This is an optimization exercise on Yosys and OpenROAD, whose aim is small area, not a production implementation. Only simulation tests tie the RTL to the original design; equivalence was not proved. Power is estimated from default activity; no workload was simulated.

==> delta: inputs <==
==> flow/design.v <==
module cs_decoder (
    input  wire       clk,
    input  wire       rst,
    input  wire       step,
    input  wire       a,
    output wire       deliver,
    output wire [7:0] frame,
    output wire       timeout
);
    localparam [1:0] IDLE = 2'b00, LEAD = 2'b01, LOWC = 2'b10, HIGHC = 2'b11;
    reg [1:0] d_state;
    reg [6:0] d_tif;
    reg [5:0] d_cnt;
    reg [7:0] d_sr;
    wire idle    = (d_state == IDLE);
    wire over    = !idle && d_tif[6] && d_tif[5] && d_tif[3] && d_tif[2] && d_tif[1];
    wire bit_val = ~&d_cnt;
    wire bit_end = (d_state == HIGHC) && !over && !a;
    wire [5:0] cnt_inc = (&d_cnt) ? d_cnt : d_cnt + 1'b1;
    assign timeout = step && over;
    assign deliver = step && bit_end && d_sr[7];
    assign frame   = {d_sr[6:0], bit_val};
    always @(posedge clk) begin
        if (rst) begin
            d_state <= IDLE;
        end else if (step) begin
            case (d_state)
                IDLE:  if (a) d_state <= LEAD;
                LEAD:  if (over) d_state <= IDLE; else if (!a) d_state <= LOWC;
                LOWC:  if (over) d_state <= IDLE; else if (a) d_state <= HIGHC;
                default:
                       if (over) d_state <= IDLE;
                       else if (!a) d_state <= d_sr[7] ? IDLE : LOWC;
            endcase
        end
    end
    always @(posedge clk) begin
        if (idle)      d_tif <= 7'd1;
        else if (step) d_tif <= d_tif + 1'b1;
    end
    always @(posedge clk) begin
        if (!d_state[1]) d_cnt <= 6'd0;
        else if (step) begin
            if (d_state == LOWC) d_cnt <= a ? ~d_cnt : cnt_inc;
            else                 d_cnt <= a ? cnt_inc : 6'd0;
        end
    end
    always @(posedge clk) begin
        if (idle)         d_sr <= 8'd1;
        else if (step && bit_end) d_sr <= {d_sr[6:0], bit_val};
    end
endmodule
module cs_filter (
    input  wire       clk,
    input  wire       rst,
    input  wire       apply,
    input  wire [7:0] in_frame,
    output wire [7:0] out_frame
);
    reg       f_seen;
    reg       f_last_pump;
    reg [1:0] f_last_fan;
    reg [6:0] f_hold_pump;
    reg [6:0] f_hold_fan;
    wire       pump = in_frame[1];
    wire [1:0] fan  = {in_frame[3], in_frame[2] & ~in_frame[3]};
    wire pump_hold = f_seen && (f_hold_pump != 7'd0);
    wire fan_hold  = f_seen && (f_hold_fan  != 7'd0);
    wire       pump_out = pump_hold ? f_last_pump : pump;
    wire [1:0] fan_out  = fan_hold  ? f_last_fan  : fan;
    assign out_frame = {in_frame[7:4], fan_out, pump_out, in_frame[0]};
    always @(posedge clk) begin
        if (rst)        f_seen <= 1'b0;
        else if (apply) f_seen <= 1'b1;
    end
    always @(posedge clk) begin
        if (apply) begin
            f_last_pump <= pump_out;
            f_last_fan  <= fan_out;
            f_hold_pump <= pump_hold ? f_hold_pump - 1'b1 :
                           (f_seen && pump != f_last_pump) ? 7'd80 : 7'd0;
            f_hold_fan  <= fan_hold ? f_hold_fan - 1'b1 :
                           (f_seen && fan != f_last_fan) ? 7'd80 : 7'd0;
        end
    end
endmodule
module cs_encoder (
    input  wire       clk,
    input  wire       rst,
    input  wire       step,
    input  wire       s_valid,
    input  wire [7:0] s_frame,
    output wire       pickup,
    output wire       level
);
    reg       e_idle;
    reg       e_act;
    reg [4:0] e_ptr;
    reg [8:0] e_tx;
    wire last = (e_ptr[4:1] == 4'd0);
    wire done = (e_tx[7:0] == 8'd0);
    assign pickup = step && e_idle && s_valid;
    assign level  = e_act;
    always @(posedge clk) begin
        if (rst) begin
            e_idle <= 1'b1;
            e_act  <= 1'b0;
        end else if (step) begin
            if (e_idle) begin
                if (s_valid) begin
                    e_idle <= 1'b0;
                    e_act  <= 1'b1;
                end
            end else if (last) begin
                if (e_act) begin
                    e_act <= 1'b0;
                    if (done) e_idle <= 1'b1;
                end else begin
                    e_act <= 1'b1;
                end
            end
        end
    end
    always @(posedge clk) begin
        if (step) begin
            if (e_idle) begin
                e_ptr <= 5'd21;
                e_tx  <= {s_frame, 1'b1};
            end else if (!last) begin
                e_ptr <= e_ptr - 1'b1;
            end else if (e_act) begin
                e_ptr <= e_tx[8] ? 5'd7 : 5'd3;
            end else begin
                e_ptr <= e_tx[8] ? 5'd3 : 5'd7;
                e_tx  <= {e_tx[7:0], 1'b0};
            end
        end
    end
endmodule
module coolstat_bridge (
    input  wire       clk,
    input  wire       rst,
    input  wire       tick,
    input  wire       in_pin,
    output wire       out_pin,
    output wire       diag_frame_valid,
    output wire [7:0] diag_frame_raw,
    output wire [7:0] diag_frame_out,
    output wire       diag_timeout
);
    wire step = tick & ~rst;
    wire       deliver;
    wire [7:0] raw;
    wire       timeout;
    wire [7:0] filtered;
    wire       pickup;
    cs_decoder u_dec (
        .clk(clk), .rst(rst), .step(step), .a(in_pin),
        .deliver(deliver), .frame(raw), .timeout(timeout)
    );
    cs_filter u_flt (
        .clk(clk), .rst(rst), .apply(deliver),
        .in_frame(raw), .out_frame(filtered)
    );
    reg       s_valid;
    reg [7:0] s_frame;
    always @(posedge clk) begin
        if (rst)          s_valid <= 1'b0;
        else if (deliver) s_valid <= 1'b1;
        else if (pickup)  s_valid <= 1'b0;
        if (deliver) s_frame <= filtered;
    end
    cs_encoder u_enc (
        .clk(clk), .rst(rst), .step(step),
        .s_valid(s_valid), .s_frame(s_frame),
        .pickup(pickup), .level(out_pin)
    );
    assign diag_frame_valid = deliver;
    assign diag_frame_raw   = deliver ? raw      : 8'd0;
    assign diag_frame_out   = deliver ? filtered : 8'd0;
    assign diag_timeout     = timeout;
endmodule
==> flow/run.sh <==
#!/bin/bash
# synth_recipe.tcl (not shown) runs the flow's synth.tcl, then flattens the netlist and writes it again
# the make line also repeats each setting of config.mk as NAME=value (left out here)
make -C /OpenROAD-flow-scripts/flow DESIGN_CONFIG=/design/flow/config.mk WORK_HOME=/design/flow/orfs CLKGATE_MAP_FILE= SYNTH_SCRIPT=/design/flow/synth_recipe.tcl finish
==> flow/config.mk <==
export PLATFORM = sky130hd
export DESIGN_NAME = coolstat_bridge
export DESIGN_NICKNAME = coolstat_bridge
export VERILOG_FILES = /design/flow/design.v
export SDC_FILE = /design/flow/constraint.sdc
export NUM_CORES = 4
export LEC_CHECK = 0
export CAP_MARGIN = 20
export CORE_MARGIN = 2
export CORE_UTILIZATION = 40
export PLACE_DENSITY = 0.6
export SLEW_MARGIN = 20
==> flow/constraint.sdc <==
create_clock -name core_clock -period 10.0 [get_ports {clk}]
set_input_delay 2.0000 -clock core_clock [delete_from_list [all_inputs] [get_ports {clk}]]
set_output_delay 2.0000 -clock core_clock [all_outputs]
set_load 0.01 [all_outputs]
==> indigo (differences from delta) <==
==> flow/design.v, changed modules only <==
module cs_decoder (
    input  wire       clk,
    input  wire       rst,
    input  wire       step,
    input  wire       a,
    output wire       deliver,
    output wire [7:0] frame,
    output wire       timeout
);
    localparam [1:0] IDLE = 2'b00, LEAD = 2'b01, LOWC = 2'b10, HIGHC = 2'b11;
    localparam [6:0] TIF_START = 7'b0001010;
    reg [1:0] d_state;
    reg [6:0] d_tif;
    reg [5:0] d_cnt;
    reg [7:0] d_sr;
    wire idle    = (d_state == IDLE);
    wire over    = !idle && d_tif[5] && (d_tif[3:0] == 4'd0);
    wire bit_val = ~&d_cnt;
    wire bit_end = (d_state == HIGHC) && !over && !a;
    wire [5:0] cnt_inc = (&d_cnt) ? d_cnt : d_cnt + 1'b1;
    assign timeout = step && over;
    assign deliver = step && bit_end && d_sr[7];
    assign frame   = {d_sr[6:0], bit_val};
    always @(posedge clk) begin
        if (rst) begin
            d_state <= IDLE;
        end else if (step) begin
            case (d_state)
                IDLE:  if (a) d_state <= LEAD;
                LEAD:  if (over) d_state <= IDLE; else if (!a) d_state <= LOWC;
                LOWC:  if (over) d_state <= IDLE; else if (a) d_state <= HIGHC;
                default:
                       if (over) d_state <= IDLE;
                       else if (!a) d_state <= d_sr[7] ? IDLE : LOWC;
            endcase
        end
    end
    always @(posedge clk) begin
        if (idle)      d_tif <= TIF_START;
        else if (step) d_tif <= {d_tif[5:0], d_tif[6] ^ d_tif[5]};
    end
    always @(posedge clk) begin
        if (!d_state[1]) d_cnt <= 6'd0;
        else if (step) begin
            if (d_state == LOWC) d_cnt <= a ? ~d_cnt : cnt_inc;
            else                 d_cnt <= a ? cnt_inc : 6'd0;
        end
    end
    always @(posedge clk) begin
        if (idle)         d_sr <= 8'd1;
        else if (step && bit_end) d_sr <= {d_sr[6:0], bit_val};
    end
endmodule
module cs_filter (
    input  wire       clk,
    input  wire       rst,
    input  wire       apply,
    input  wire [7:0] in_frame,
    output wire [7:0] out_frame
);
    localparam [6:0] HOLD_START = 7'b0101100;
    localparam [6:0] HOLD_ZERO  = 7'b0101010;
    reg       f_seen;
    reg       f_last_pump;
    reg [1:0] f_last_fan;
    reg [6:0] f_hold_pump;
    reg [6:0] f_hold_fan;
    wire       pump = in_frame[1];
    wire [1:0] fan  = {in_frame[3], in_frame[2] & ~in_frame[3]};
    wire pump_hold = f_seen && (f_hold_pump[6] | f_hold_pump[4] | f_hold_pump[2] | f_hold_pump[0]);
    wire fan_hold  = f_seen && (f_hold_fan[6]  | f_hold_fan[4]  | f_hold_fan[2]  | f_hold_fan[0]);
    wire [6:0] pump_step = {f_hold_pump[5:0], f_hold_pump[6] ^ f_hold_pump[5]};
    wire [6:0] fan_step  = {f_hold_fan[5:0],  f_hold_fan[6]  ^ f_hold_fan[5]};
    wire       pump_out = pump_hold ? f_last_pump : pump;
    wire [1:0] fan_out  = fan_hold  ? f_last_fan  : fan;
    assign out_frame = {in_frame[7:4], fan_out, pump_out, in_frame[0]};
    always @(posedge clk) begin
        if (rst)        f_seen <= 1'b0;
        else if (apply) f_seen <= 1'b1;
    end
    always @(posedge clk) begin
        if (apply) begin
            f_last_pump <= pump_out;
            f_last_fan  <= fan_out;
            f_hold_pump <= pump_hold ? pump_step :
                           (f_seen && pump != f_last_pump) ? HOLD_START : HOLD_ZERO;
            f_hold_fan  <= fan_hold ? fan_step :
                           (f_seen && fan != f_last_fan) ? HOLD_START : HOLD_ZERO;
        end
    end
endmodule
module cs_encoder (
    input  wire       clk,
    input  wire       rst,
    input  wire       step,
    input  wire       s_valid,
    input  wire [7:0] s_frame,
    output wire       pickup,
    output wire       level
);
    localparam [4:0] P_START = 5'd1, P_BIT = 5'd22;
    reg       e_idle;
    reg [4:0] e_p;
    reg [8:0] e_tx;
    wire p_end = (e_p == 5'd31);
    wire done  = (e_tx[6:0] == 7'd0);
    assign pickup = step && e_idle && s_valid;
    assign level  = !e_idle && ((e_p < 5'd22) || (e_p >= 5'd29) ||
                                (!e_tx[8] && e_p >= 5'd25));
    always @(posedge clk) begin
        if (rst) e_idle <= 1'b1;
        else if (step) begin
            if (e_idle) begin
                if (s_valid) e_idle <= 1'b0;
            end else if (p_end && done) begin
                e_idle <= 1'b1;
            end
        end
    end
    always @(posedge clk) begin
        if (e_idle) begin
            e_p  <= P_START;
            e_tx <= {s_frame, 1'b1};
        end else if (step) begin
            if (p_end) begin
                e_p  <= P_BIT;
                e_tx <= {e_tx[7:0], 1'b0};
            end else begin
                e_p  <= e_p + 1'b1;
            end
        end
    end
endmodule
==> flow/flow/run.sh (new file) <==
#!/bin/bash
# Standard flow with small port buffers and a lean clock tree.
set -e
bash standard.sh \
  BUFFER_PORTS_ARGS="-buffer_cell sky130_fd_sc_hd__buf_1" \
  CTS_ARGS="-sink_clustering_enable -repair_clock_nets -dont_use_dummy_load -buf_list sky130_fd_sc_hd__clkbuf_4" \
  finish > standard.log 2>&1
==> flow/standard.sh (new file) <==
#!/bin/bash
# synth_recipe.tcl (not shown) runs the flow's synth.tcl, then flattens the netlist and writes it again
# the make line also repeats each setting of config.mk as NAME=value (left out here)
make -C /OpenROAD-flow-scripts/flow DESIGN_CONFIG=/design/flow/config.mk WORK_HOME=/design/flow/orfs CLKGATE_MAP_FILE= SYNTH_SCRIPT=/design/flow/synth_recipe.tcl "${@:-finish}"
removed: flow/run.sh
==> run notes <==
Total chip power: delta 0.0004991 W; indigo 0.0003923 W
Post-synthesis to final-layout area growth: delta 14.77%; indigo 6.749%
Storage element area: delta 1622 µm²; indigo 1541 µm²
Non-Clock Buffer Area Fraction: delta 6.348%; indigo 3.223%
Number of flip-flops and latches: delta 63; indigo 62
Number of vias in the routed layout: delta 2,232; indigo 2,047
Critical-path top delay cell: delta sky130_fd_sc_hd__clkdlybuf4s50_1; indigo sky130_fd_sc_hd__inv_1
Die Y: delta 92.40 µm; indigo 88.21 µm
Outcome: delta complete, no violations; indigo complete, no violations
Post-route worst setup slack: delta 3499 ps; indigo 3888 ps
Total number of placement rows: delta 32; indigo 30
Commonest non-fill, non-tap cell in the layout: delta sky130_fd_sc_hd__edfxtp_1; indigo sky130_fd_sc_hd__nand2_1
Tapcell Cnt: delta 102; indigo 96
Ratio of total power to cell area: delta 139.1 nW/µm²; indigo 129.6 nW/µm²

## what the ideal ports hide
In the flow no input, the clock included, has a driving cell. The finished layouts below were timed again as built, in two steps. Step 1, drivers: a clkbuf_16 drives clk and a buf_2 each remaining input, both assumed. Step 2 times the ports against the registers' clock, not the clock port: input delays grow and output delays shrink by t, the midpoint of the rising clock arrivals with the driver on. Three values: ideal ports, drivers, drivers and shift; two values: the first two.
run | shift t [ns] | slack for setup (ns) | hold slack, ns | slew at the worst register clock pin (ns) | pins driven straight from the clock port
delta | 0.362 | 3.499 / 3.475 / 3.475 | 0.472 / 0.472 / 0.472 | 0.07 / 0.07 | 1
indigo | 0.397 | 3.888 / 3.865 / 3.865 | 0.462 / 0.462 / 0.462 | 0.10 / 0.10 | 1
After both steps every run listed still meets setup and hold. For delta, which loses most, drivers alone change the setup slack by -0.024 ns; drivers and shift together by -0.024 ns.
